This is an optimization exercise on Yosys and OpenROAD, whose aim is small area, not a production implementation.
Only simulation tests tie the RTL to the original design; equivalence was not proved.
No activity file was given, so power comes from the tool's default toggle rates.

[design/flow/standard.sh]
#!/bin/bash
# synth_recipe.tcl (not shown) runs the flow's synth.tcl, then flattens the netlist and writes it again
# the make line also repeats each setting of config.mk as NAME=value (left out here)
make -C /OpenROAD-flow-scripts/flow DESIGN_CONFIG=/design/flow/config.mk WORK_HOME=/design/flow/orfs CLKGATE_MAP_FILE= SYNTH_SCRIPT=/design/flow/synth_recipe.tcl "${@:-finish}"
[design/flow/flow/run.sh]
#!/bin/bash
# Standard ORFS layout with three changes:
#  - synthesis maps the logic with Yosys's default (area-oriented) ABC script
#    instead of ORFS's delay-driven one (flow/synth_area.tcl; registers are
#    mapped exactly as in the standard synthesis, before ABC runs);
#  - the port buffers are the smallest buffer cell;
#  - the clock tree uses small buffers without dummy loads.
set -euo pipefail
bash standard.sh \
  SYNTH_SCRIPT="$PWD/flow/synth_area.tcl" \
  BUFFER_PORTS_ARGS="-buffer_cell sky130_fd_sc_hd__buf_1" \
  CTS_ARGS="-sink_clustering_enable -repair_clock_nets -dont_use_dummy_load -buf_list sky130_fd_sc_hd__clkbuf_4 -sink_clustering_size 10 -sink_clustering_max_diameter 40" \
  finish > flow_orfs.log 2>&1
[design/flow/config.mk]
export PLATFORM = sky130hd
export DESIGN_NAME = tf_framer
export DESIGN_NICKNAME = tf_framer
export VERILOG_FILES = /design/flow/design.v
export SDC_FILE = /design/flow/constraint.sdc
export NUM_CORES = 4
export LEC_CHECK = 0
export CAP_MARGIN = 20
export CORE_MARGIN = 2
export CORE_UTILIZATION = 60
export PLACE_DENSITY = 0.75
export SLEW_MARGIN = 20
[design/flow/constraint.sdc]
create_clock -name core_clock -period 10.0 [get_ports {clk}]
set_input_delay 2.0000 -clock core_clock [delete_from_list [all_inputs] [get_ports {clk}]]
set_output_delay 2.0000 -clock core_clock [all_outputs]
set_load 0.01 [all_outputs]
[design/flow/design.v]
module tf_crc32_byte (
    input  wire [31:0] crc_in,
    input  wire [7:0]  data,
    output reg  [31:0] crc_out
);
    integer i;
    always @(*) begin
        crc_out = crc_in ^ {24'd0, data};
        for (i = 0; i < 8; i = i + 1) begin
            if (crc_out[0])
                crc_out = (crc_out >> 1) ^ 32'hEDB88320;
            else
                crc_out = crc_out >> 1;
        end
    end
endmodule
module tf_rx (
    input  wire         clk,
    input  wire         rst,         
    input  wire         clear,       
    input  wire         in_valid,    
    input  wire [7:0]   in_data,
    input  wire         tick,        
    output reg          frame_valid,
    output wire [15:0]  frame_id,
    output wire [15:0]  frame_len,
    output wire [7:0]   frame_type,
    output wire [255:0] frame_payload
);
    localparam [3:0] S_SOF  = 4'd0,
                     S_PAY  = 4'd1,
                     S_ID0  = 4'd3,
                     S_ID1  = 4'd4,
                     S_LEN0 = 4'd5,
                     S_LEN1 = 4'd6,
                     S_TYPE = 4'd7,
                     S_HCK0 = 4'd8,     
                     S_HCK3 = 4'd11,
                     S_PCK0 = 4'd12,    
                     S_PCK3 = 4'd15;
    localparam [31:0] CRC_SOF = 32'h5AFA20E4;
    reg [3:0]  st;
    reg [31:0] crc;
    reg        ok;
    reg [4:0]  cur;
    reg [4:0]  idle;
    reg        len_hi;       
    reg [15:0] rx_id;
    reg [5:0]  rx_len;
    reg [7:0]  rx_type;
    reg [7:0]  rx_buf [0:31];
    wire [31:0] crc_next;
    tf_crc32_byte u_crc (.crc_in(crc), .data(in_data), .crc_out(crc_next));
    wire byte_in = in_valid & ~(rst | clear);
    wire ck_st   = st[3];
    reg  [7:0] ck_byte;
    always @(*) begin
        case (st[1:0])
            2'd0: ck_byte = crc[31:24];
            2'd1: ck_byte = crc[23:16];
            2'd2: ck_byte = crc[15:8];
            default: ck_byte = crc[7:0];
        endcase
    end
    wire match = (in_data == ~ck_byte);
    wire [5:0] cur_inc = {1'b0, cur} + 6'd1;
    wire pay_last = (cur_inc == rx_len);
    wire len_bad = len_hi | (in_data > 8'd32);
    always @(posedge clk) begin
        frame_valid <= 1'b0;
        if (rst || clear) begin
            st   <= S_SOF;
            idle <= 5'd0;
        end else if (in_valid) begin
            idle <= 5'd0;
            case (st)
                S_SOF: if (in_data == 8'h01) st <= S_ID0;
                S_ID0, S_ID1, S_LEN0, S_TYPE, S_HCK0, 4'd9, 4'd10,
                S_PCK0, 4'd13, 4'd14:
                    st <= st + 4'd1;
                S_LEN1: st <= len_bad ? S_SOF : S_TYPE;
                S_HCK3: begin
                    if (!(ok && match))
                        st <= S_SOF;
                    else if (rx_len == 6'd0)
                        st <= S_PCK0;
                    else
                        st <= S_PAY;
                end
                S_PAY: if (pay_last) st <= S_PCK0;
                S_PCK3: begin
                    frame_valid <= ok & match;
                    st <= S_SOF;
                end
                default: st <= S_SOF;
            endcase
        end else if (tick && st != S_SOF) begin
            if (idle == 5'd19) begin
                st   <= S_SOF;
                idle <= 5'd0;
            end else begin
                idle <= idle + 5'd1;
            end
        end
    end
    always @(posedge clk) begin
        if (st == S_SOF)
            crc <= CRC_SOF;
        else if (in_valid) begin
            if (st == S_HCK3)
                crc <= 32'hFFFFFFFF;
            else if (!ck_st)
                crc <= crc_next;
        end
        if (in_valid && ck_st)
            ok <= (st[1:0] == 2'd0) ? match : (ok & match);
        if (byte_in && st == S_ID0) rx_id[15:8] <= in_data;
        if (byte_in && st == S_ID1) rx_id[7:0]  <= in_data;
        if (byte_in && st == S_LEN0) len_hi <= (in_data != 8'd0);
        if (byte_in && st == S_LEN1) rx_len <= in_data[5:0];
        if (byte_in && st == S_TYPE) rx_type <= in_data;
        if (byte_in && st == S_HCK3) cur <= 5'd0;
        else if (byte_in && st == S_PAY) cur <= cur_inc[4:0];
    end
    wire at_pay = (st == S_PAY);
    genvar e;
    generate
        for (e = 0; e < 32; e = e + 1) begin : g_buf
            wire sel  = at_pay & (cur == e);
            wire keep = ~(sel & in_valid);
            always @(posedge clk)
                rx_buf[e] <= (in_data & {8{sel}}) | (rx_buf[e] & {8{keep}});
        end
    endgenerate
    assign frame_id   = rx_id;
    assign frame_len  = {10'd0, rx_len};
    assign frame_type = rx_type;
    genvar g;
    generate
        for (g = 0; g < 32; g = g + 1) begin : g_payload
            assign frame_payload[8*g +: 8] = rx_buf[g];
        end
    endgenerate
endmodule
module tf_tx (
    input  wire         clk,
    input  wire         rst,           
    input  wire         role,          
    input  wire         send,
    input  wire         is_response,
    input  wire [15:0]  id_in,
    input  wire [15:0]  len_in,
    input  wire [7:0]   type_in,
    input  wire [255:0] payload_in,
    output wire         ready,
    output reg          ack,
    output reg          status,        
    output reg  [15:0]  frame_id_out,
    output reg          out_valid,
    output wire [7:0]   out_data
);
    localparam [1:0] P_HEAD = 2'd0,    
                     P_HCK  = 2'd1,    
                     P_PAY  = 2'd2,    
                     P_PCK  = 2'd3;    
    reg         peer;
    reg  [14:0] next_id;
    reg  [5:0]  tx_len;        
    reg  [7:0]  tx_type;
    reg  [255:0] ring;
    reg  [1:0]  phase;
    reg  [2:0]  idx;
    reg  [31:0] crc;
    reg         idle_r;        
    wire [15:0] new_id = is_response ? id_in : {peer, next_id};
    wire accept = send & ~out_valid & ~rst;
    wire too_large = (len_in > 16'd32);
    assign ready = idle_r;
    reg [7:0] cur_byte;
    always @(*) begin
        case (phase)
            P_HEAD: begin
                case (idx)
                    3'd0: cur_byte = 8'h01;
                    3'd1: cur_byte = frame_id_out[15:8];
                    3'd2: cur_byte = frame_id_out[7:0];
                    3'd3: cur_byte = 8'h00;
                    3'd4: cur_byte = {2'b00, tx_len};
                    default: cur_byte = tx_type;
                endcase
            end
            P_PAY: cur_byte = ring[22*8 +: 8];
            default: cur_byte = ~crc[31:24];
        endcase
    end
    assign out_data = cur_byte;
    wire [31:0] crc_next;
    tf_crc32_byte u_crc (.crc_in(crc), .data(cur_byte), .crc_out(crc_next));
    always @(posedge clk) begin
        ack <= accept;
        if (rst) begin
            peer      <= role;
            next_id   <= 15'd0;
            out_valid <= 1'b0;
            idle_r    <= 1'b1;
        end else if (out_valid) begin
            if (phase == P_PCK && idx[1:0] == 2'd3) begin
                out_valid <= 1'b0;
                idle_r    <= 1'b1;
            end
        end else if (send) begin
            if (!is_response)
                next_id <= next_id + 15'd1;
            out_valid <= ~too_large;
            idle_r    <= too_large;
        end
    end
    always @(posedge clk) begin
        frame_id_out <= (new_id & {16{idle_r}}) | (frame_id_out & {16{out_valid}});
        status       <= (too_large & idle_r) | (status & out_valid);
        tx_type      <= (type_in & {8{idle_r}}) | (tx_type & {8{out_valid}});
        if (idle_r)
            tx_len <= len_in[5:0];
        ring <= ({ring[7:0], ring[255:8]} & {256{out_valid}})
              | (payload_in & {256{idle_r}});
        if (!out_valid) begin
            phase <= P_HEAD;
            idx   <= 3'd0;
            crc   <= 32'hFFFFFFFF;
        end else begin
            idx <= idx + 3'd1;
            case (phase)
                P_HEAD: begin
                    crc <= crc_next;
                    if (idx == 3'd5) begin
                        idx   <= 3'd0;
                        phase <= P_HCK;
                    end
                end
                P_HCK: begin
                    crc <= {crc[23:0], 8'hFF};
                    if (idx[1:0] == 2'd3) begin
                        phase <= (tx_len == 6'd0) ? P_PCK : P_PAY;
                        idx   <= 3'd0;
                    end
                end
                P_PAY: begin
                    crc    <= crc_next;
                    tx_len <= tx_len - 6'd1;
                    idx    <= 3'd0;
                    if (tx_len == 6'd1)
                        phase <= P_PCK;
                end
                default: crc <= {crc[23:0], 8'hFF};
            endcase
        end
    end
endmodule
module tf_framer (
    input  wire         clk,
    input  wire         rst,             
    input  wire         role,            
    input  wire         clear,           
    input  wire         in_valid,        
    input  wire [7:0]   in_data,
    input  wire         tick,            
    output wire         frame_valid,
    output wire [15:0]  frame_id,
    output wire [15:0]  frame_len,
    output wire [7:0]   frame_type,
    output wire [255:0] frame_payload,
    input  wire         tx_send,         
    input  wire         tx_is_response,
    input  wire [15:0]  tx_id,
    input  wire [15:0]  tx_len,
    input  wire [7:0]   tx_type,
    input  wire [255:0] tx_payload,
    output wire         tx_ready,
    output wire         tx_ack,
    output wire         tx_status,
    output wire [15:0]  tx_frame_id,
    output wire         tx_valid,
    output wire [7:0]   tx_data
);
    tf_rx u_rx (
        .clk(clk), .rst(rst), .clear(clear), .in_valid(in_valid),
        .in_data(in_data), .tick(tick), .frame_valid(frame_valid),
        .frame_id(frame_id), .frame_len(frame_len), .frame_type(frame_type),
        .frame_payload(frame_payload)
    );
    tf_tx u_tx (
        .clk(clk), .rst(rst), .role(role), .send(tx_send),
        .is_response(tx_is_response), .id_in(tx_id), .len_in(tx_len),
        .type_in(tx_type), .payload_in(tx_payload), .ready(tx_ready),
        .ack(tx_ack), .status(tx_status), .frame_id_out(tx_frame_id),
        .out_valid(tx_valid), .out_data(tx_data)
    );
endmodule
[design/flow/flow/synth_area.tcl]
proc synth {args} { yosys synth -nofsm -noshare {*}$args }
# Map the logic for area (Yosys's default ABC script): keep the liberty and
# dont_use arguments that the ORFS script builds, drop its delay-driven script,
# target and constraints.
proc abc {args} {
  set keep {}
  for {set i 0} {$i < [llength $args]} {incr i} {
    set a [lindex $args $i]
    if {$a in {-script -D -constr}} { incr i; continue }
    lappend keep $a
  }
  yosys abc {*}$keep
}
source $::env(SCRIPTS_DIR)/synth.tcl
# left out here: clear keep_hierarchy, flatten, clean up, hide names made inside functions, write 1_2_yosys.v
==> results.py, run 1 <==
metrics = {
    "grt": {
        "antenna_found_initial": 11,
        "grt_remaining_overflow": 0,
        "grt_pass1_wl_mm": 112,
        "grtUsageTotal_pct": 35.1,
        "grt_pass1_vias": 19000,
        "grt_max_degree": 227,
    },
    "setup_path": {
        "r2r_end": "u_tx.crc[24]",
        "worstPathRequired_ns": 8.00,
        "critPathLaunchType": "flip-flop",
        "rr_worst_depth": 9,
        "rrSetupSlack_ns": 6.07,
        "crit_arrival_ns": 2.95,
        "startpoint": "u_tx.phase[0]",
        "worstSetupPathType": "reg -> out",
        "cp_max_fo": 13,
        "worstSetupEndpointType": "output port",
        "r2r_start": "u_tx.phase[0]",
    },
    "power_and_ir_drop": {
        "clkPwrFrac_pct": 28.5,
        "sw_frac_of_total_pct": 23.6,
        "irDropWorstVdd_v": 0.0000956,
        "seqPwrFrac_pct": 65.4,
        "power_per_cell_area_mw_per_mm2": 159,
        "netSwitchingPower_mw": 1.03,
        "combPwrFrac_pct": 6.1,
        "internal-power_mw": 3.32,
        "p_leak_nw": 10.8,
    },
    "die": {
        "die_x_microns": 202,
        "fp-row-count": 72,
        "ios": 637,
        "die_y_microns": 202,
        "die-area_sq_mm": 0.0407,
        "coreArea_sq_mm": 0.0386,
        "start_util_pct": 60.7,
    },
    "outcome": {
        "status": "finished clean",
    },
    "timing": {
        "timing.final.ws_setup_ns": 5.05,
        "hold_violations": 0,
        "drv_slew": 0,
        "rsz0062_at_grt": "false",
        "fmax_mhz": 202,
        "setup-tns-final_ns": 0,
        "min_period_ns": 4.95,
        "min_period_over_period_pct": 49.5,
        "relSlewSlack_pct": 32.2,
        "tightest_slew_ns": 1.02,
        "skew_ns": 0.0762,
        "finalSetupViolCount": 0,
    },
    "logic_synthesis": {
        "ys_seq_elements": 678,
        "synth_edf_count": 33,
        "synth_area_sq_mm": 0.0235,
        "syn_avg_cell_area_sq_um": 11.9,
        "synth.top_cells.by_count": "645 x dfxtp_1, 521 x a22o_1, 150 x nand2_1, 95 x xnor2_1, 73 x o21ai_0",
        "yosys.area.top_type": "dfxtp_1",
        "synth-seq-area-share_pct": 59.2,
        "synth_most_common_cell": "dfxtp_1",
        "async_reset_ff_share_pct": 0,
        "synth-warning-count": 4,
        "ys.flop_type": "dfxtp_1",
        "synth.area.top_cells": "dfxtp_1 55%, a22o_1 19%, edfxtp_1 4.2%, xnor2_1 3.5%, nand2_1 2.4%",
        "synth_cell_types": 52,
        "synth_top_area_share_pct": 55.0,
        "synthCells": 1979,
    },
    "place": {
        "dp_slack_ns": 5.30,
        "place_inst": 3147,
        "portBuffers": 626,
        "hpwlAfterDp_mm": 52.0,
        "place_congestion": 0.914,
    },
    "clock_tree": {
        "post_cts_buffers": 0,
        "cts_tree": "done",
        "h-tree-depth": 3,
        "cts_resized": 0,
        "cts.sinks": 678,
        "cts_buffers": 87,
        "path_clk_slew_ns": 0.10,
        "cts_root_buf": "clkbuf_4",
        "holdBufCountCts": 0,
        "clk_latency_ns": 0.80,
        "clockBufferDepth": 3,
    },
    "routing": {
        "drtIter0Drc": 1647,
        "drc": 0,
        "final_antenna_net_count": 0,
        "first_pass_iters": 6,
        "vias": 19500,
        "vias_per_cell": 6.01,
        "wire_per_inst_microns": 22.9,
        "wl_mm": 74.3,
    },
    "layout": {
        "areaGrowthSynthToFinish_pct": 16.4,
        "instances_no_fill": 3243,
        "fillers": 3025,
        "drive_gt1_share_pct": 4.57,
        "final_nets": 3054,
        "utilization_pct": 70.7,
    },
    "min_path": {
        "hold_depth": 1,
        "worstHoldPathType": "reg -> reg",
        "min-delay-start": "u_tx.ring[125]",
        "hold_end": "u_tx.ring[117]",
    },
    "flow_run": {
        "cap_violations": 0,
    },
}
[critical path, cell delays in order, from the launching register on]
cell and delay [ns]:
dfxtp_1 0.43, clkinv_1 0.13, ha_1 0.38, or2_0 0.52, o221ai_1 0.46, buf_1 0.26
[how the worst max path moves through the flow]
stage,end,depth (start not counted),slack (ns)
global route,tx_data[6],5,4.86
detailed placement,u_rx.crc[20],9,5.30
finish,tx_data[6],5,5.05
floorplan,u_tx.next_id[14],9,2.24
CTS,tx_data[6],5,5.01
global placement,u_rx.crc[20],9,5.38
[metal layers]
layer | global-route usage [%] | vias to the layer above | routed length [microns]
li1 | - | 9035 | -
met1 | 43.2 | 9354 | 29900
met2 | 57.8 | 895 | 35000
met3 | 9.11 | 193 | 6060
met4 | 16.4 | 0 | 3360
met5 | 0 | - | 0
[power by group through the flow]
stage / clock network [mW] / logic [mW] / registers, mW
2_1_floorplan: 0 / 0.144 / 2.90
3_3_place_gp: 0 / 0.257 / 2.90
3_5_place_dp: 0 / 0.261 / 2.91
4_1_cts: 1.26 / 0.265 / 2.84
5_1_grt: 1.38 / 0.288 / 2.85
6_report: 1.24 / 0.267 / 2.84
[cells by family after synthesis]
| logic type | count (synthesis) | share of synthesized area [%] |
|---|---|---|
| buffers and inverters | 29 | 0.624 |
| other | 1 | 0.0160 |
| adders and majority gates | 24 | 1.28 |
| muxes | 12 | 0.512 |
| xor gates and xnor gates | 160 | 6.33 |
| AOI/OAI and AO/OA | 731 | 25.3 |
| and+or+nand+nor | 344 | 6.68 |
| DFF | 678 | 59.2 |
[per-stage QoR]
step / instance area, sq um / power (mW) / hold WS [ns]
after floorplan: 23500 / 3.05 / 0.416
after global placement: 26700 / 3.16 / 0.426
after detailed placement: 26700 / 3.17 / 0.436
after CTS: 27300 / 4.37 / 0.414
after global routing: 27300 / 4.52 / 0.440
final: 27300 / 4.35 / 0.422
[cell usage in the layout (no fill, tap or decap), types with 5 or more instances in the layout]
cell type	count
nand2_1	150
xnor2_1	95
buf_4	24
nand3_1	20
nand4_1	7
nor3_1	23
conb_1	10
o221ai_1	6
o21ai_0	73
clkinv_1	19
a221o_1	5
mux2i_1	12
a21oi_1	46
buf_1	617
nor2b_1	24
clkbuf_2	9
a22oi_1	6
a222oi_1	10
a22o_1	521
clkbuf_4	87
nor2_1	65
dfxtp_1	643
and3_1	24
nor4_1	5
o211ai_1	21
and2_0	10
diode_2	9
o221a_1	14
xor2_1	59
edfxtp_1	33
a31oi_1	6
ha_1	24
[layout make-up]
class                      instances  area [sq um]  share of cell area [%]
inverter                          19          71.3                   0.261
timing repair buffer             651          2560                    9.37
clock buffer                      87           653                    2.39
multi-input combinational       1281          9460                    34.6
sequential                       678         13900                    50.9
antenna                            9          22.5                  0.0824
tap                              518           648                    2.37
[state kept, by name (all words and copies together), names as in the netlist, 8 cells and up]
signal and cells:
u_tx.tx_type 8, u_rx.rx_type 8, u_rx.rx_buf 256, u_tx.next_id 15
u_rx.crc 32, u_tx.ring 256, u_tx.frame_id_out 16, u_rx.rx_id 16
u_tx.crc 32
==> run 2: changes to the inputs <==
--- a/design/flow/design.v
+++ b/design/flow/design.v
@@ -133,7 +133,7 @@
         end
     endgenerate
     assign frame_id   = rx_id;
-    assign frame_len  = {10'd0, rx_len};
+    assign frame_len  = {{10{len_hi}}, rx_len};
     assign frame_type = rx_type;
     genvar g;
     generate
==> design/flow/flow/abc_area.script (new file) <==
strash
&get -n
&fraig -x
&put
scorr
dc2
dretime
strash
&get -n
&dch -f
&nf -R 1000
&put
==> design/flow/flow/synth_area.tcl (replaced) <==
proc synth {args} { yosys synth -nofsm -noshare {*}$args }
# Map the logic for area (Yosys's default ABC script, with the mapper's delay
# relaxed): keep the liberty and dont_use arguments that the ORFS script
# builds, drop its delay-driven script, target and constraints.
set ::abc_area_script [file join [file dirname [file normalize [info script]]] abc_area.script]
proc abc {args} {
  set keep {}
  for {set i 0} {$i < [llength $args]} {incr i} {
    set a [lindex $args $i]
    if {$a in {-script -D -constr}} { incr i; continue }
    lappend keep $a
  }
  lappend keep -script $::abc_area_script
  yosys abc {*}$keep
}
source $::env(SCRIPTS_DIR)/synth.tcl
# left out here: clear keep_hierarchy, flatten, clean up, hide names made inside functions, write 1_2_yosys.v
--- a/design/flow/config.mk
+++ b/design/flow/config.mk
@@ -7,6 +7,6 @@
 export LEC_CHECK = 0
 export CAP_MARGIN = 20
 export CORE_MARGIN = 2
-export CORE_UTILIZATION = 60
-export PLACE_DENSITY = 0.75
+export CORE_UTILIZATION = 70
+export PLACE_DENSITY = 0.8
 export SLEW_MARGIN = 20
==> results.py, run 2 <==
metrics = {
    "flow_run": {
        "cap_violations": 0,
    },
    "logic_synthesis": {
        "synth-simple-area-share_pct": 6.33,
        "synth_xor_area_share_pct": 6.23,
        "synthAdderAreaFrac_pct": 1.28,
        "synth.area.top_cells": "dfxtp_1 55%, a22o_1 20%, edfxtp_1 4.2%, xnor2_1 3.7%, nand2_1 2.4%",
        "ys_seq_elements": 678,
        "synthCells": 1977,
        "synth-warning-count": 4,
        "syn_avg_cell_area_sq_um": 11.8,
        "synth.top_cells.by_count": "645 x dfxtp_1, 522 x a22o_1, 152 x nand2_1, 100 x xnor2_1, 75 x o21ai_0",
        "synth_edf_count": 33,
        "synth_cell_types": 45,
        "ys.flop_type": "dfxtp_1",
        "synth_top_area_share_pct": 55.2,
        "synth_compound_area_share_pct": 25.6,
        "synth_most_common_cell": "dfxtp_1",
        "yosys.area.top_type": "dfxtp_1",
        "synth_top_family_by_area": "compound AO/OA/AOI/OAI gates",
        "async_reset_ff_share_pct": 0,
        "synth-seq-area-share_pct": 59.5,
        "synth_area_sq_mm": 0.0234,
        "synthMuxAreaShare_pct": 0.428,
    },
    "power_and_ir_drop": {
        "power_per_cell_area_mw_per_mm2": 160,
        "power.total_mw": 4.32,
        "p_leak_nw": 10.7,
        "irDropWorstVdd_v": 0.000110,
    },
    "layout": {
        "instances_no_fill": 3156,
        "areaGrowthSynthToFinish_pct": 15.8,
        "final_nets": 3043,
        "most-common-layout-cells": "643 x dfxtp_1, 627 x buf_1, 522 x a22o_1, 152 x nand2_1, 100 x xnor2_1",
        "drive_gt1_share_pct": 4.25,
        "fillers": 1983,
        "final_common_cell": "dfxtp_1",
        "largestRegisters": "u_rx.rx_buf: 256 flops, u_tx.ring: 256 flops",
    },
    "place": {
        "portBuffers": 636,
        "place_inst": 3067,
        "hpwlAfterDp_mm": 52.6,
        "place_congestion": 0.932,
    },
    "setup_path": {
        "worstSetupPathType": "reg -> out",
        "crit_top_cell": "nand2_1",
        "path_buf_inv": 2,
        "cp_max_fo": 8,
        "worstPathRequired_ns": 8.00,
        "worstPathCellList": "clkinv_1 -> ha_1 -> nor2_1 -> nand2_1 -> a21oi_1 -> a222oi_1 -> nand2_1 -> a22oi_1 -> o21ai_0 -> buf_1",
        "worstSetupEndpointType": "output port",
        "cpMaxStageDelayCell": "a21oi_1",
        "critPathMaxStageDelay_ns": 0.50,
        "critPathLaunchType": "flip-flop",
        "cp_top_family": "compound AO/OA/AOI/OAI gates",
        "crit_arrival_ns": 3.07,
    },
    "timing": {
        "tightest_slew_ns": 1.11,
        "drv_slew": 0,
        "relSlewSlack_pct": 25.6,
        "skew_ns": 0.0788,
        "rsz0062_at_grt": "false",
        "hold_violations": 0,
        "min_period_over_period_pct": 50.7,
        "finalSetupViolCount": 0,
        "min_period_ns": 5.07,
        "fmax_mhz": 197,
        "setup-tns-final_ns": 0,
    },
    "grt": {
        "grt_pass1_vias": 19600,
        "antenna_found_initial": 10,
        "grt_pass1_wl_mm": 114,
        "grt_remaining_overflow": 0,
        "grtUsageTotal_pct": 41.6,
        "grt_max_degree": 237,
    },
    "clock_tree": {
        "cts_buffers": 80,
        "post_cts_buffers": 0,
        "path_clk_slew_ns": 0.11,
        "h-tree-depth": 3,
        "clockBufferDepth": 3,
        "holdBufCountCts": 0,
        "cts_root_buf": "clkbuf_4",
        "cts.sinks": 678,
        "clk_latency_ns": 0.80,
        "cts_resized": 0,
        "cts_tree": "done",
    },
    "die": {
        "fp-row-count": 66,
        "die-area_sq_mm": 0.0349,
        "ios": 637,
        "coreArea_sq_mm": 0.0327,
        "start_util_pct": 71.5,
        "die_y_microns": 187,
        "die_x_microns": 187,
    },
    "routing": {
        "vias_per_cell": 6.37,
        "drtIter0Drc": 2026,
        "wl_mm": 75.2,
        "drc": 0,
        "final_antenna_net_count": 0,
        "wire_per_inst_microns": 23.8,
        "first_pass_iters": 6,
        "vias": 20100,
    },
    "outcome": {
        "status": "finished clean",
    },
    "min_path": {
        "worstHoldPathType": "reg -> reg",
    },
}
## run 2: changes by cell type after synthesis, sizes merged, moves of 5 or more
cell   previous run  this run
nand3            20        15
and3             24        18
xnor2            95       100
a21oi            46        52
nor2             66        71
nor3             23        30
## run 2: through the flow
stage                     setup slack, ns  utilization (%)  cell area [sq um]  hold slack [ns]
after floorplan                     0.941                -              23400            0.416
after global placement               4.80             80.8              26400            0.425
after detailed placement             4.74             80.8              26400            0.440
after CTS                            4.92             82.7              27000            0.436
after global routing                 4.67             82.8              27100            0.436
final                                4.93             82.8              27100            0.433
## run 2: cell families after synthesis
family          count (synthesis)
compound gates                739
mux                            10
xor+xnor                      163
flops                         678
buf+inv                        29
simple gates                  334
fa+ha+maj                      24
## run 2: where the power goes
part	internal, mW	switching [mW]
sequential	2.80	0.0460
clock	0.369	0.832
combinational	0.120	0.151
total	3.29	1.03
## run 2: path summary, 6_finish.rpt
check                start             to  slack [ns]  depth (start not counted)
min          u_tx.ring[57]  u_tx.ring[49]        0.43                          1
min reg2reg  u_tx.ring[57]  u_tx.ring[49]        0.43                          1
max reg2reg    u_tx.idx[0]   u_tx.crc[19]        5.93                         13
max            u_tx.idx[0]     tx_data[0]        4.93                         10
## run 2: final cells by class
cell class                 count  area [sq um]  area share [%]
multi-input combinational   1270          9330            34.5
sequential                   678         13900            51.4
inverter                      19          71.3           0.263
tap                          442           553            2.04
timing repair buffer         658          2580            9.52
clock buffer                  80           601            2.22
antenna                        9          22.5          0.0832
## run 2: metal layers
| metal | up-vias | GRT usage [%] | part of all wire (%) |
|---|---|---|---|
| met4 | 0 | 23.7 | 5.9 |
| met2 | 1283 | 67.3 | 47 |
| met3 | 267 | 11.4 | 11 |
| met1 | 9570 | 50.1 | 37 |
| li1 | 8997 | - | - |
| met5 | - | 0 | 0 |
==> run 3: changes to the inputs <==
--- a/design/flow/config.mk
+++ b/design/flow/config.mk
@@ -7,6 +7,6 @@
 export LEC_CHECK = 0
 export CAP_MARGIN = 20
 export CORE_MARGIN = 2
-export CORE_UTILIZATION = 70
-export PLACE_DENSITY = 0.8
+export CORE_UTILIZATION = 60
+export PLACE_DENSITY = 0.75
 export SLEW_MARGIN = 20
==> results.py, run 3 <==
metrics = {
    "routing": {
        "first_pass_iters": 6,
        "wire_per_inst_microns": 22.9,
        "final_antenna_net_count": 0,
        "vias_per_cell": 6.06,
        "wl_mm": 73.8,
        "vias": 19600,
        "drtIter0Drc": 1691,
        "drc": 0,
    },
    "timing": {
        "setup-tns-final_ns": 0,
        "finalSetupViolCount": 0,
        "relSlewSlack_pct": 26.4,
        "rsz0062_at_grt": "false",
        "tightest_slew_ns": 1.10,
        "hold_ws_ns": 0.427,
        "fmax_mhz": 200,
        "hold_violations": 0,
        "min_period_over_period_pct": 49.9,
        "drv_slew": 0,
        "skew_ns": 0.0753,
        "timing.final.ws_setup_ns": 5.01,
        "min_period_ns": 4.99,
    },
    "clock_tree": {
        "cts.sinks": 678,
        "cts_tree": "done",
        "clockBufferDepth": 3,
        "cts_buffers": 84,
        "path_clk_slew_ns": 0.11,
        "cts_root_buf": "clkbuf_4",
        "h-tree-depth": 3,
        "clk_latency_ns": 0.81,
        "post_cts_buffers": 0,
        "cts_resized": 0,
        "holdBufCountCts": 0,
    },
    "outcome": {
        "status": "finished clean",
    },
    "place": {
        "dp_slack_ns": 4.72,
        "portBuffers": 636,
        "hpwlAfterDp_mm": 51.8,
        "place_congestion": 0.919,
    },
    "logic_synthesis": {
        "ys.flop_type": "dfxtp_1",
        "yosys.area.top_type": "dfxtp_1",
        "synth-seq-area-share_pct": 59.5,
        "synth_top_area_share_pct": 55.2,
        "synth_area_sq_mm": 0.0234,
        "synthCells": 1977,
        "synth_cell_types": 45,
        "synth_edf_count": 33,
        "async_reset_ff_share_pct": 0,
        "synth.top_cells.by_count": "645 x dfxtp_1, 522 x a22o_1, 152 x nand2_1, 100 x xnor2_1, 75 x o21ai_0",
        "syn_avg_cell_area_sq_um": 11.8,
        "synth.area.top_cells": "dfxtp_1 55%, a22o_1 20%, edfxtp_1 4.2%, xnor2_1 3.7%, nand2_1 2.4%",
        "synth-warning-count": 4,
        "ys_seq_elements": 678,
        "synth_most_common_cell": "dfxtp_1",
    },
    "die": {
        "die_y_microns": 201,
        "ios": 637,
        "start_util_pct": 60.6,
        "fp-row-count": 72,
        "coreArea_sq_mm": 0.0386,
        "die_x_microns": 201,
        "die-area_sq_mm": 0.0406,
    },
    "grt": {
        "grt_remaining_overflow": 0,
        "antenna_found_initial": 5,
        "grtUsageTotal_pct": 35.1,
        "grt_max_degree": 248,
        "grt_pass1_wl_mm": 112,
        "grt_pass1_vias": 19200,
    },
    "setup_path": {
        "r2r_start": "u_tx.idx[0]",
        "cp_max_fo": 8,
        "critPathLaunchType": "flip-flop",
        "rrSetupSlack_ns": 6.00,
        "worstPathRequired_ns": 8.00,
        "r2r_end": "u_tx.crc[19]",
        "rr_worst_depth": 13,
        "worstSetupPathType": "reg -> out",
        "crit_arrival_ns": 2.99,
        "worstSetupEndpointType": "output port",
    },
    "power_and_ir_drop": {
        "clkPwrFrac_pct": 28.3,
        "power.total_mw": 4.33,
        "seqPwrFrac_pct": 65.7,
        "combPwrFrac_pct": 6.1,
        "p_leak_nw": 10.7,
        "irDropWorstVdd_v": 0.000102,
        "internal-power_mw": 3.31,
        "power_per_cell_area_mw_per_mm2": 159,
        "sw_frac_of_total_pct": 23.6,
        "netSwitchingPower_mw": 1.02,
    },
    "layout": {
        "seq_area_sq_mm": 0.0139,
        "final_nets": 3044,
        "largestRegisters": "u_rx.rx_buf: 256 flops, u_tx.ring: 256 flops",
        "multiInputGateArea_sq_mm": 0.00934,
        "areaGrowthSynthToFinish_pct": 16.3,
        "most-common-layout-cells": "643 x dfxtp_1, 627 x buf_1, 522 x a22o_1, 152 x nand2_1, 100 x xnor2_1",
        "fillers": 3080,
        "final_common_cell": "dfxtp_1",
        "drive_gt1_share_pct": 4.32,
    },
    "min_path": {
        "min-delay-start": "u_tx.ring[15]",
        "hold_depth": 1,
        "hold_end": "u_tx.ring[7]",
        "worstHoldPathType": "reg -> reg",
    },
    "flow_run": {
        "cap_violations": 0,
    },
}
## run 3: cell counts after synthesis
Identical to the previous run, type by type.
## run 3: cells by family after synthesis
group | count (synthesis) | share of synthesized area (%)
xor gates and xnor gates | 163 | 6.23
adders and majority gates | 24 | 1.28
and+or+nand+nor | 334 | 6.33
buffers and inverters | 29 | 0.626
DFF | 678 | 59.5
muxes | 10 | 0.428
AOI/OAI and AO/OA | 739 | 25.6
## run 3: through the flow
stage	area [sq um]	instances	utilization (%)
final	27200	3229	70.5
after global routing	27200	3229	70.5
after CTS	27100	3223	70.4
after detailed placement	26500	3139	68.8
after global placement	26500	3139	68.8
after floorplan	23400	1977	-
## run 3: how the worst max path moves through the flow
stage | startpoint | to | slack [ns] | cells after the start
2_1_floorplan | u_tx.out_valid | u_tx.next_id[13] | 0.94 | 11
3_3_place_gp | in_data[0] | u_rx.crc[20] | 4.82 | 9
3_5_place_dp | in_data[0] | u_rx.crc[19] | 4.72 | 8
4_1_cts | u_tx.idx[0] | tx_data[5] | 4.94 | 9
5_1_grt | u_tx.idx[1] | tx_data[0] | 4.69 | 10
6_report | u_tx.idx[0] | tx_data[7] | 5.01 | 8
## run 3: worst max-delay path, stage by stage, from the launching register on
cell and delay (ns):
dfxtp_1 0.38, clkinv_1 0.12, ha_1 0.21, nor2_1 0.13, nand2_1 0.07, a21oi_1 0.45, a222oi_1 0.23, o221ai_1 0.35
buf_1 0.26
## run 3: final cells by class
cell class                      instances  share of cell area, %
Timing Repair Buffer                  655                   9.45
Multi-Input combinational cell       1270                   34.4
Sequential cell                       678                   51.2
Antenna cell                            5                 0.0460
Inverter                               19                  0.262
Clock buffer                           84                   2.32
Tap cell                              518                   2.38
## run 3: power groups by stage
| stage | Combinational (mW) | Clock, mW | Sequential (mW) |
|---|---|---|---|
| CTS | 0.262 | 1.25 | 2.84 |
| finish | 0.263 | 1.22 | 2.84 |
| detailed placement | 0.258 | 0 | 2.91 |
| floorplan | 0.139 | 0 | 2.90 |
| global route | 0.286 | 1.35 | 2.85 |
| global placement | 0.253 | 0 | 2.90 |
## run 3: layer usage
layer | track usage, % | vias to the layer above | share of wire, %
met5 | 0 | - | 0
met4 | 17.5 | 0 | 4.8
met3 | 9.33 | 201 | 8.6
met2 | 56.5 | 915 | 46
met1 | 43.7 | 9467 | 40
li1 | - | 8997 | -
==> run 4: changes to the inputs <==
--- a/design/flow/flow/run.sh
+++ b/design/flow/flow/run.sh
@@ -9,5 +9,5 @@
 bash standard.sh \
   SYNTH_SCRIPT="$PWD/flow/synth_area.tcl" \
   BUFFER_PORTS_ARGS="-buffer_cell sky130_fd_sc_hd__buf_1" \
-  CTS_ARGS="-sink_clustering_enable -repair_clock_nets -dont_use_dummy_load -buf_list sky130_fd_sc_hd__clkbuf_4 -sink_clustering_size 10 -sink_clustering_max_diameter 40" \
+  CTS_ARGS="-sink_clustering_enable -repair_clock_nets -dont_use_dummy_load -buf_list sky130_fd_sc_hd__clkbuf_8 -sink_clustering_size 20 -sink_clustering_max_diameter 50" \
   finish > flow_orfs.log 2>&1
==> results.py, run 4 <==
metrics = {
    "logic_synthesis": {
        "synth-seq-area-share_pct": 59.5,
        "synthCells": 1977,
        "ys.flop_type": "dfxtp_1",
        "synth.area.top_cells": "dfxtp_1 55%, a22o_1 20%, edfxtp_1 4.2%, xnor2_1 3.7%, nand2_1 2.4%",
        "synth_most_common_cell": "dfxtp_1",
        "async_reset_ff_share_pct": 0,
        "synth_top_area_share_pct": 55.2,
        "synth_area_sq_mm": 0.0234,
        "synth_edf_count": 33,
        "synth.top_cells.by_count": "645 x dfxtp_1, 522 x a22o_1, 152 x nand2_1, 100 x xnor2_1, 75 x o21ai_0",
        "synth_cell_types": 45,
        "ys_seq_elements": 678,
        "syn_avg_cell_area_sq_um": 11.8,
        "yosys.area.top_type": "dfxtp_1",
        "synth-warning-count": 4,
    },
    "flow_run": {
        "cap_violations": 0,
    },
    "routing": {
        "vias": 19300,
        "drc": 0,
        "wire_per_inst_microns": 23.1,
        "drtIter0Drc": 1664,
        "wl_mm": 73.6,
        "final_antenna_net_count": 0,
        "vias_per_cell": 6.03,
        "first_pass_iters": 8,
    },
    "clock_tree": {
        "holdBufCountCts": 0,
        "h-tree-depth": 2,
        "cts_buffers": 49,
        "clk_latency_ns": 0.68,
        "cts_tree": "done",
        "cts.sinks": 678,
        "cts_root_buf": "clkbuf_8",
        "post_cts_buffers": 0,
        "path_clk_slew_ns": 0.11,
        "clockBufferDepth": 3,
        "cts_resized": 0,
    },
    "layout": {
        "final_nets": 3008,
        "largestRegisters": "u_rx.rx_buf: 256 flops, u_tx.ring: 256 flops",
        "utilization_pct": 70.6,
        "most-common-layout-cells": "643 x dfxtp_1, 627 x buf_1, 522 x a22o_1, 152 x nand2_1, 100 x xnor2_1",
        "areaGrowthSynthToFinish_pct": 16.4,
        "final_common_cell": "dfxtp_1",
        "drive_gt1_share_pct": 3.03,
    },
    "timing": {
        "hold_violations": 0,
        "hold_ws_ns": 0.425,
        "fmax_mhz": 205,
        "skew_ns": 0.0758,
        "tightest_slew_ns": 1.08,
        "min_period_over_period_pct": 48.7,
        "rsz0062_at_grt": "false",
        "setup-tns-final_ns": 0,
        "drv_slew": 0,
        "relSlewSlack_pct": 28.0,
        "min_period_ns": 4.87,
        "finalSetupViolCount": 0,
    },
    "setup_path": {
        "cp_max_fo": 8,
        "r2r_start": "u_tx.idx[0]",
        "rrSetupSlack_ns": 5.98,
        "worstSetupPathType": "reg -> out",
        "rr_worst_depth": 13,
        "critPathLaunchType": "flip-flop",
        "crit_arrival_ns": 2.87,
        "worstPathRequired_ns": 8.00,
        "r2r_end": "u_tx.crc[19]",
        "worstSetupEndpointType": "output port",
    },
    "power_and_ir_drop": {
        "irDropWorstVdd_v": 0.000116,
        "netSwitchingPower_mw": 1.01,
        "clkPwrFrac_pct": 29.0,
        "seqPwrFrac_pct": 65.0,
        "power_per_cell_area_mw_per_mm2": 161,
        "internal-power_mw": 3.36,
        "sw_frac_of_total_pct": 23.2,
        "p_leak_nw": 10.6,
        "combPwrFrac_pct": 6.0,
    },
    "die": {
        "fp-row-count": 72,
        "die_x_microns": 201,
        "die_y_microns": 201,
        "coreArea_sq_mm": 0.0386,
        "ios": 637,
        "die-area_sq_mm": 0.0406,
        "start_util_pct": 60.6,
    },
    "place": {
        "hpwlAfterDp_mm": 51.8,
        "place_congestion": 0.919,
        "portBuffers": 636,
    },
    "outcome": {
        "status": "finished clean",
    },
    "grt": {
        "gr-usage-met1_pct": 43.8,
        "grt_util_met3_pct": 9.67,
        "grt_pass1_wl_mm": 111,
        "grt_max_degree": 248,
        "busiest_layer": "met2",
        "grt_remaining_overflow": 0,
        "grtUsageTotal_pct": 34.9,
        "grt_use_met2_pct": 56.3,
        "grt_pass1_vias": 18800,
        "antenna_found_initial": 5,
    },
    "min_path": {
        "min-delay-start": "u_tx.ring[5]",
        "worstHoldPathType": "reg -> reg",
        "hold_end": "u_tx.ring[253]",
        "hold_depth": 1,
    },
}
==> run 4: changes by cell type in the layout (fill, tap and decap cells not counted), sizes merged <==
cell / delta
clkbuf: -35
buf: -1
diode: +1
==> run 4: power by group through the flow <==
stage          clock network, mW  registers, mW  logic, mW
2_1_floorplan                  0           2.90      0.139
3_3_place_gp                   0           2.90      0.253
3_5_place_dp                   0           2.91      0.258
4_1_cts                     1.27           2.84      0.262
5_1_grt                     1.37           2.85      0.286
6_report                    1.27           2.84      0.263
==> run 4: cell families (layout without fill, tap and decap cells) <==
logic type | count (synthesis) | count (layout) | synth area share [%]
simple gates | 334 | 334 | 6.33
fa+ha+maj | 24 | 24 | 1.28
xor+xnor | 163 | 163 | 6.23
compound gates | 739 | 739 | 25.6
mux | 10 | 10 | 0.428
buf+inv | 29 | 722 | 0.626
other cells | 0 | 6 | 0
flops | 678 | 678 | 59.5
==> run 4: how the worst max path moves through the flow <==
stage / from / endpoint / slack (ns) / depth (start not counted)
after floorplan: u_tx.out_valid / u_tx.next_id[13] / 0.94 / 11
after global placement: in_data[0] / u_rx.crc[20] / 4.82 / 9
after detailed placement: in_data[0] / u_rx.crc[19] / 4.72 / 8
after CTS: u_tx.idx[0] / tx_data[5] / 5.14 / 9
after global routing: u_tx.idx[1] / tx_data[0] / 4.87 / 10
final: u_tx.idx[0] / tx_data[7] / 5.13 / 8
==> run 4: stage by stage <==
stage	power (mW)	setup WS, ns	cells	instance area (sq um)
finish	4.38	5.13	3194	27200
global route	4.51	4.87	3192	27200
CTS	4.38	5.14	3188	27200
detailed placement	3.16	4.72	3139	26500
global placement	3.16	4.82	3139	26500
floorplan	3.04	0.941	1977	23400
==> run 4: area by class of cell <==
type / count / area [sq um]
clock buffer: 49 / 674
multi-input combinational: 1270 / 9340
antenna: 6 / 15.0
fill: 3045 / 11300
sequential: 678 / 13900
timing repair buffer: 654 / 2560
inverter: 19 / 71.3
tap: 518 / 648
==> run 4: critical path, cell delays in order, from the launching register on <==
cell and delay (ns):
dfxtp_1 0.37, clkinv_1 0.12, ha_1 0.21, nor2_1 0.13, nand2_1 0.07, a21oi_1 0.47
a222oi_1 0.24, o221ai_1 0.36, buf_1 0.26
==> run 4: routing by layer <==
layer | vias up | wire [microns]
li1 | 8894 | -
met1 | 9380 | 29800
met2 | 807 | 34100
met3 | 173 | 6380
met4 | 0 | 3340
met5 | - | 0
==> run 5: changes to the inputs <==
--- a/design/flow/design.v
+++ b/design/flow/design.v
@@ -66,6 +66,12 @@
     wire [5:0] cur_inc = {1'b0, cur} + 6'd1;
     wire pay_last = (cur_inc == rx_len);
     wire len_bad = len_hi | (in_data > 8'd32);
+    wire at_pay  = (st == S_PAY);
+    wire at_id0  = (st == S_ID0);
+    wire at_id1  = (st == S_ID1);
+    wire at_len0 = (st == S_LEN0);
+    wire at_len1 = (st == S_LEN1);
+    wire at_type = (st == S_TYPE);
     always @(posedge clk) begin
         frame_valid <= 1'b0;
         if (rst || clear) begin
@@ -95,11 +101,11 @@
                 default: st <= S_SOF;
             endcase
         end else if (tick && st != S_SOF) begin
-            if (idle == 5'd19) begin
+            if (idle == 5'd29) begin
                 st   <= S_SOF;
                 idle <= 5'd0;
             end else begin
-                idle <= idle + 5'd1;
+                idle <= {idle[3:0], ~(idle[4] ^ idle[2])};
             end
         end
     end
@@ -114,15 +120,14 @@
         end
         if (in_valid && ck_st)
             ok <= (st[1:0] == 2'd0) ? match : (ok & match);
-        if (byte_in && st == S_ID0) rx_id[15:8] <= in_data;
-        if (byte_in && st == S_ID1) rx_id[7:0]  <= in_data;
-        if (byte_in && st == S_LEN0) len_hi <= (in_data != 8'd0);
-        if (byte_in && st == S_LEN1) rx_len <= in_data[5:0];
-        if (byte_in && st == S_TYPE) rx_type <= in_data;
+        rx_id[15:8] <= (in_data & {8{at_id0}}) | (rx_id[15:8] & {8{~(at_id0 & in_valid)}});
+        rx_id[7:0]  <= (in_data & {8{at_id1}}) | (rx_id[7:0] & {8{~(at_id1 & in_valid)}});
+        len_hi      <= ((in_data != 8'd0) & at_len0) | (len_hi & ~(at_len0 & in_valid));
+        rx_len      <= (in_data[5:0] & {6{at_len1}}) | (rx_len & {6{~(at_len1 & in_valid)}});
+        rx_type     <= (in_data & {8{at_type}}) | (rx_type & {8{~(at_type & in_valid)}});
         if (byte_in && st == S_HCK3) cur <= 5'd0;
         else if (byte_in && st == S_PAY) cur <= cur_inc[4:0];
     end
-    wire at_pay = (st == S_PAY);
     genvar e;
     generate
         for (e = 0; e < 32; e = e + 1) begin : g_buf
--- a/design/flow/flow/run.sh
+++ b/design/flow/flow/run.sh
@@ -9,5 +9,5 @@
 bash standard.sh \
   SYNTH_SCRIPT="$PWD/flow/synth_area.tcl" \
   BUFFER_PORTS_ARGS="-buffer_cell sky130_fd_sc_hd__buf_1" \
-  CTS_ARGS="-sink_clustering_enable -repair_clock_nets -dont_use_dummy_load -buf_list sky130_fd_sc_hd__clkbuf_8 -sink_clustering_size 20 -sink_clustering_max_diameter 50" \
+  CTS_ARGS="-sink_clustering_enable -repair_clock_nets -dont_use_dummy_load -buf_list sky130_fd_sc_hd__clkbuf_4 -sink_clustering_size 10 -sink_clustering_max_diameter 40" \
   finish > flow_orfs.log 2>&1
--- a/design/flow/config.mk
+++ b/design/flow/config.mk
@@ -5,8 +5,8 @@
 export SDC_FILE = /design/flow/constraint.sdc
 export NUM_CORES = 4
 export LEC_CHECK = 0
-export CAP_MARGIN = 20
+export CAP_MARGIN = 5
 export CORE_MARGIN = 2
 export CORE_UTILIZATION = 60
 export PLACE_DENSITY = 0.75
-export SLEW_MARGIN = 20
+export SLEW_MARGIN = 5
==> results.py, run 5 <==
metrics = {
    "routing": {
        "drc": 0,
        "vias_per_cell": 6.00,
        "vias": 19800,
        "wl_mm": 74.4,
        "final_antenna_net_count": 0,
        "wire_per_inst_microns": 22.6,
        "drtIter0Drc": 1688,
        "first_pass_iters": 7,
    },
    "setup_path": {
        "worstPathCellList": "clkinv_1 -> ha_1 -> nor2_1 -> nand2_1 -> a21oi_1 -> a222oi_1 -> a21oi_1 -> a21oi_1 -> o21ai_0 -> buf_1",
        "cpMaxStageDelayCell": "a21oi_1",
        "worstSetupEndpointType": "output port",
        "crit_arrival_ns": 3.06,
        "critPathLaunchType": "flip-flop",
        "crit_top_cell": "a21oi_1",
        "cp_max_fo": 8,
        "critPathMaxStageDelay_ns": 0.47,
        "path_buf_inv": 2,
        "worstPathRequired_ns": 8.00,
        "cp_top_family": "compound AO/OA/AOI/OAI gates",
        "worstSetupPathType": "reg -> out",
    },
    "clock_tree": {
        "h-tree-depth": 3,
        "cts.sinks": 678,
        "clockBufferDepth": 3,
        "cts_buffers": 88,
        "cts_resized": 0,
        "cts_root_buf": "clkbuf_4",
        "clk_latency_ns": 0.81,
        "holdBufCountCts": 0,
        "cts_tree": "done",
        "post_cts_buffers": 0,
        "path_clk_slew_ns": 0.10,
    },
    "logic_synthesis": {
        "synth_top_area_share_pct": 57.9,
        "synth_most_common_cell": "dfxtp_1",
        "syn_avg_cell_area_sq_um": 11.5,
        "synth-seq-area-share_pct": 58.2,
        "async_reset_ff_share_pct": 0,
        "synth.area.top_cells": "dfxtp_1 58%, a22o_1 21%, xnor2_1 4.2%, nand2_1 2.7%, xor2_1 1.9%",
        "yosys.area.top_type": "dfxtp_1",
        "synth-warning-count": 4,
        "ys_seq_elements": 678,
        "synth_cell_types": 48,
        "synth.top_cells.by_count": "676 x dfxtp_1, 551 x a22o_1, 167 x nand2_1, 113 x xnor2_1, 87 x o21ai_0",
        "synth_edf_count": 2,
        "ys.flop_type": "dfxtp_1",
        "synthCells": 2033,
        "synth_area_sq_mm": 0.0234,
    },
    "timing": {
        "setup-tns-final_ns": 0,
        "fmax_mhz": 198,
        "finalSetupViolCount": 0,
        "rsz0062_at_grt": "false",
        "skew_ns": 0.0953,
        "tightest_slew_ns": 1.17,
        "hold_violations": 0,
        "min_period_over_period_pct": 50.6,
        "min_period_ns": 5.06,
        "relSlewSlack_pct": 22.3,
        "timing.final.ws_setup_ns": 4.94,
        "drv_slew": 0,
    },
    "layout": {
        "utilization_pct": 70.5,
        "most-common-layout-cells": "674 x dfxtp_1, 627 x buf_1, 551 x a22o_1, 167 x nand2_1, 113 x xnor2_1",
        "largestRegisters": "u_rx.rx_buf: 256 flops, u_tx.ring: 256 flops",
        "final_nets": 3108,
        "fillers": 3074,
        "areaGrowthSynthToFinish_pct": 16.4,
        "final_common_cell": "dfxtp_1",
        "drive_gt1_share_pct": 4.47,
        "instances_no_fill": 3295,
    },
    "place": {
        "place_inst": 3201,
        "portBuffers": 636,
        "dp_slack_ns": 5.16,
        "hpwlAfterDp_mm": 52.7,
        "place_congestion": 0.941,
    },
    "power_and_ir_drop": {
        "power_per_cell_area_mw_per_mm2": 159,
        "irDropWorstVdd_v": 0.000116,
        "p_leak_nw": 10.8,
    },
    "outcome": {
        "status": "finished clean",
    },
    "grt": {
        "grt_use_met2_pct": 57.2,
        "gr-usage-met1_pct": 45.4,
        "grt_max_degree": 121,
        "grt_pass1_wl_mm": 113,
        "antenna_found_initial": 5,
        "busiest_layer": "met2",
        "grt_pass1_vias": 19100,
        "grtUsageTotal_pct": 35.7,
        "grt_remaining_overflow": 0,
        "grt_util_met3_pct": 9.39,
    },
    "die": {
        "die-area_sq_mm": 0.0405,
        "coreArea_sq_mm": 0.0386,
        "start_util_pct": 60.6,
        "fp-row-count": 72,
        "die_y_microns": 201,
        "die_x_microns": 201,
        "ios": 637,
    },
    "min_path": {
        "worstHoldPathType": "reg -> reg",
    },
    "flow_run": {
        "cap_violations": 0,
    },
}
run 5: cell types whose count changed in the layout (fill, tap and decap cells not counted), sizes merged, moves of 15 or more:
cell	delta
edfxtp	-31
a22o	+29
nand2	+15
a21oi	+18
dfxtp	+31
clkbuf	+39
run 5: per-layer routing:
| metal | share of wire (%) | up-vias | wire [microns] |
|---|---|---|---|
| met4 | 4.6 | 0 | 3390 |
| met5 | 0 | - | 0 |
| met3 | 9.0 | 185 | 6690 |
| met2 | 46 | 940 | 34400 |
| met1 | 40 | 9452 | 29900 |
| li1 | - | 9196 | - |
run 5: cells by family (layout without fill, tap and decap cells):
| logic type | Yosys count | after routing | share of synthesized area, % |
|---|---|---|---|
| other cells | 0 | 6 | 0 |
| mux | 7 | 7 | 0.305 |
| buf+inv | 28 | 766 | 0.611 |
| simple gates | 347 | 347 | 6.59 |
| xor+xnor | 166 | 166 | 6.41 |
| compound gates | 784 | 784 | 26.7 |
| flops | 678 | 678 | 58.2 |
| fa+ha+maj | 23 | 23 | 1.23 |
run 5: final timing paths:
kind / start / end / slack (ns) / depth (start not counted)
min reg2reg: u_tx.ring[143] / u_tx.ring[135] / 0.42 / 1
max reg2reg: u_tx.idx[0] / u_tx.crc[25] / 6.08 / 12
max: u_tx.idx[0] / tx_data[0] / 4.94 / 10
min: u_tx.ring[143] / u_tx.ring[135] / 0.42 / 1
run 5: stage by stage:
step	hold slack [ns]	power (mW)	area (sq um)
finish	0.423	4.33	27200
global placement	0.423	3.14	26500
global route	0.424	4.49	27200
detailed placement	0.425	3.14	26500
floorplan	0.416	3.02	23400
CTS	0.425	4.35	27200
run 5: layout make-up:
| cell class | count | area, sq um | area share (%) |
|---|---|---|---|
| flip-flops and latches | 678 | 13600 | 50.0 |
| multi-input cells | 1327 | 9630 | 35.4 |
| repair buffers | 660 | 2580 | 9.48 |
| clock buffers | 88 | 661 | 2.43 |
| well taps | 518 | 648 | 2.38 |
| inverters | 18 | 67.6 | 0.248 |
| diodes | 6 | 15.0 | 0.0552 |
run 5: where the power goes:
group,switching (mW),total (mW),internal (mW)
registers,0.0412,2.82,2.78
clock network,0.839,1.24,0.404
logic,0.141,0.262,0.121
==> run 6: changes to the inputs <==
--- a/design/flow/config.mk
+++ b/design/flow/config.mk
@@ -5,8 +5,8 @@
 export SDC_FILE = /design/flow/constraint.sdc
 export NUM_CORES = 4
 export LEC_CHECK = 0
-export CAP_MARGIN = 5
+export CAP_MARGIN = 20
 export CORE_MARGIN = 2
 export CORE_UTILIZATION = 60
 export PLACE_DENSITY = 0.75
-export SLEW_MARGIN = 5
+export SLEW_MARGIN = 20
==> results.py, run 6 <==
metrics = {
    "outcome": {
        "status": "finished clean",
    },
    "logic_synthesis": {
        "synth-seq-area-share_pct": 58.2,
        "synth_top_area_share_pct": 57.9,
        "async_reset_ff_share_pct": 0,
        "ys.flop_type": "dfxtp_1",
        "synth.area.top_cells": "dfxtp_1 58%, a22o_1 21%, xnor2_1 4.2%, nand2_1 2.7%, xor2_1 1.9%",
        "synth_edf_count": 2,
        "synth_most_common_cell": "dfxtp_1",
        "synthCells": 2033,
        "synth_cell_types": 48,
        "ys_seq_elements": 678,
        "synth.top_cells.by_count": "676 x dfxtp_1, 551 x a22o_1, 167 x nand2_1, 113 x xnor2_1, 87 x o21ai_0",
        "synth-warning-count": 4,
        "synth_area_sq_mm": 0.0234,
        "yosys.area.top_type": "dfxtp_1",
        "syn_avg_cell_area_sq_um": 11.5,
    },
    "timing": {
        "relSlewSlack_pct": 27.6,
        "skew_ns": 0.0996,
        "rsz0062_at_grt": "false",
        "hold_ws_ns": 0.419,
        "min_period_ns": 5.07,
        "hold_violations": 0,
        "timing.final.ws_setup_ns": 4.93,
        "min_period_over_period_pct": 50.7,
        "setup-tns-final_ns": 0,
        "fmax_mhz": 197,
        "tightest_slew_ns": 1.08,
        "finalSetupViolCount": 0,
        "drv_slew": 0,
    },
    "grt": {
        "grt_max_degree": 121,
        "antenna_found_initial": 5,
        "grt_remaining_overflow": 0,
        "grtUsageTotal_pct": 35.7,
        "grt_pass1_wl_mm": 113,
        "grt_pass1_vias": 19100,
    },
    "setup_path": {
        "r2r_end": "u_tx.crc[25]",
        "startpoint": "u_tx.idx[0]",
        "worstPathRequired_ns": 8.00,
        "rr_worst_depth": 12,
        "crit_arrival_ns": 3.07,
        "worstPathCellList": "clkinv_1 -> ha_1 -> nor2_1 -> nand2_1 -> a21oi_1 -> a222oi_1 -> a21oi_1 -> a21oi_1 -> o21ai_0 -> buf_1",
        "critPathLaunchType": "flip-flop",
        "worstSetupPathType": "reg -> out",
        "cp_max_fo": 8,
        "critPathMaxStageDelay_ns": 0.47,
        "r2r_start": "u_tx.idx[0]",
        "worstSetupEndpointType": "output port",
        "crit_top_cell": "a21oi_1",
        "rrSetupSlack_ns": 6.10,
        "cpMaxStageDelayCell": "a21oi_1",
        "path_buf_inv": 2,
        "cp_top_family": "compound AO/OA/AOI/OAI gates",
    },
    "clock_tree": {
        "cts_buffers": 88,
        "clockBufferDepth": 3,
        "holdBufCountCts": 0,
        "h-tree-depth": 3,
        "path_clk_slew_ns": 0.10,
        "post_cts_buffers": 0,
        "cts_root_buf": "clkbuf_4",
        "clk_latency_ns": 0.82,
        "cts_tree": "done",
        "cts_resized": 0,
        "cts.sinks": 678,
    },
    "min_path": {
        "min-delay-start": "u_tx.ring[143]",
        "hold_depth": 1,
        "worstHoldPathType": "reg -> reg",
        "hold_end": "u_tx.ring[135]",
    },
    "power_and_ir_drop": {
        "combPwrFrac_pct": 6.1,
        "clkPwrFrac_pct": 28.7,
        "power_per_cell_area_mw_per_mm2": 159,
        "sw_frac_of_total_pct": 23.6,
        "seqPwrFrac_pct": 65.2,
        "p_leak_nw": 10.8,
        "netSwitchingPower_mw": 1.02,
        "internal-power_mw": 3.31,
        "power.total_mw": 4.33,
        "irDropWorstVdd_v": 0.000116,
    },
    "layout": {
        "instances_no_fill": 3295,
        "drive_gt1_share_pct": 4.51,
        "largestRegisters": "u_rx.rx_buf: 256 flops, u_tx.ring: 256 flops",
        "most-common-layout-cells": "674 x dfxtp_1, 626 x buf_1, 551 x a22o_1, 167 x nand2_1, 113 x xnor2_1",
        "final_common_cell": "dfxtp_1",
        "final_nets": 3108,
        "multiInputGateArea_sq_mm": 0.00963,
        "utilization_pct": 70.5,
        "seq_area_sq_mm": 0.0136,
        "areaGrowthSynthToFinish_pct": 16.4,
        "fin_area_sq_mm": 0.0272,
        "fillers": 3073,
    },
    "place": {
        "dp_slack_ns": 5.16,
        "place_area_sq_mm": 0.0265,
        "place_congestion": 0.941,
        "hpwlAfterDp_mm": 52.7,
        "place_inst": 3201,
        "portBuffers": 636,
    },
    "routing": {
        "first_pass_iters": 6,
        "vias": 19800,
        "wire_per_inst_microns": 22.6,
        "wl_mm": 74.3,
        "vias_per_cell": 5.99,
        "drc": 0,
        "drtIter0Drc": 1714,
        "final_antenna_net_count": 0,
    },
    "die": {
        "start_util_pct": 60.6,
        "die-area_sq_mm": 0.0405,
        "ios": 637,
        "die_y_microns": 201,
        "coreArea_sq_mm": 0.0386,
        "fp-row-count": 72,
        "die_x_microns": 201,
    },
    "flow_run": {
        "cap_violations": 0,
    },
}
run 6: worst reg2reg max path, delay by kind of cell, from the launching register on:
family,cells,cell delay [ns]
and+or+nand+nor,2,0.22
adders and majority gates,1,0.23
xor gates and xnor gates,4,1.73
AOI/OAI and AO/OA,4,1.03
DFF,1,0.38
buffers and inverters,1,0.12
run 6: area by class of cell:
type,count,area share [%]
tap,518,2.38
inverter,18,0.248
antenna,6,0.0552
multi-input combinational,1327,35.4
clock buffer,88,2.43
timing repair buffer,660,9.50
sequential,678,50.0
run 6: kinds of logic (layout without fill, tap and decap cells):
kind of cell / after synthesis / after routing / synth area share (%)
buffers and inverters: 28 / 766 / 0.611
multiplexers: 7 / 7 / 0.305
XOR/XNOR: 166 / 166 / 6.41
adder cells (fa/ha/maj): 23 / 23 / 1.23
AND/OR/NAND/NOR: 347 / 347 / 6.59
flip-flops: 678 / 678 / 58.2
other: 0 / 6 / 0
AO/OA/AOI/OAI: 784 / 784 / 26.7
run 6: per-layer routing:
| metal | GRT usage (%) | vias up | routed length [microns] |
|---|---|---|---|
| met4 | 16.3 | 0 | 3360 |
| met5 | 0 | - | 0 |
| met2 | 57.2 | 930 | 34400 |
| li1 | - | 9186 | - |
| met1 | 45.4 | 9451 | 29800 |
| met3 | 9.39 | 183 | 6800 |
run 6: how the worst max path moves through the flow:
| stage | end | slack [ns] | cells after the start |
|---|---|---|---|
| floorplan | u_tx.next_id[13] | 1.10 | 11 |
| global placement | u_rx.crc[20] | 5.25 | 9 |
| detailed placement | u_rx.crc[20] | 5.16 | 9 |
| CTS | tx_data[0] | 4.91 | 10 |
| global route | tx_data[0] | 4.72 | 10 |
| finish | tx_data[0] | 4.93 | 10 |
run 6: power by group through the flow:
| stage | Clock, mW | Combinational, mW | Sequential (mW) |
|---|---|---|---|
| 3_3_place_gp | 0 | 0.252 | 2.88 |
| 5_1_grt | 1.38 | 0.286 | 2.83 |
| 4_1_cts | 1.27 | 0.261 | 2.82 |
| 2_1_floorplan | 0 | 0.138 | 2.88 |
| 3_5_place_dp | 0 | 0.258 | 2.89 |
| 6_report | 1.24 | 0.262 | 2.82 |

==> re-timing with driven ports <==
Ports are ideal in the flow. The routed layouts listed here were re-timed in OpenROAD. Step 1 assumes that a clkbuf_16 drives the clock port and a buf_2 every other input. Step 2 adds t to the input delays and takes it off the output delays; t is the mean of the earliest and latest rising clock arrival at the registers after step 1. Input paths then give back, and output paths get back, about the clock's delay inside the block. Three values: ideal ports, drivers, drivers and shift; two values: the first two.
run | shift t [ns] | slack for setup (ns) | clock arrival spread, ns
run 1 | 0.812 | 5.055 / 5.002 / 5.248 | 0.086 / 0.087
run 2 | 0.816 | 4.929 / 4.875 / 4.706 | 0.079 / 0.079
run 3 | 0.817 | 5.005 / 4.951 / 5.082 | 0.106 / 0.106
run 4 | 0.698 | 5.133 / 5.078 / 5.127 | 0.080 / 0.079
run 5 | 0.823 | 4.942 / 4.886 / 5.131 | 0.098 / 0.098
run 6 | 0.824 | 4.931 / 4.875 / 5.126 | 0.103 / 0.102
After both steps setup and hold are still met in every run listed. For run 2, which loses most, drivers alone change the setup slack by -0.054 ns; drivers and shift together by -0.223 ns.
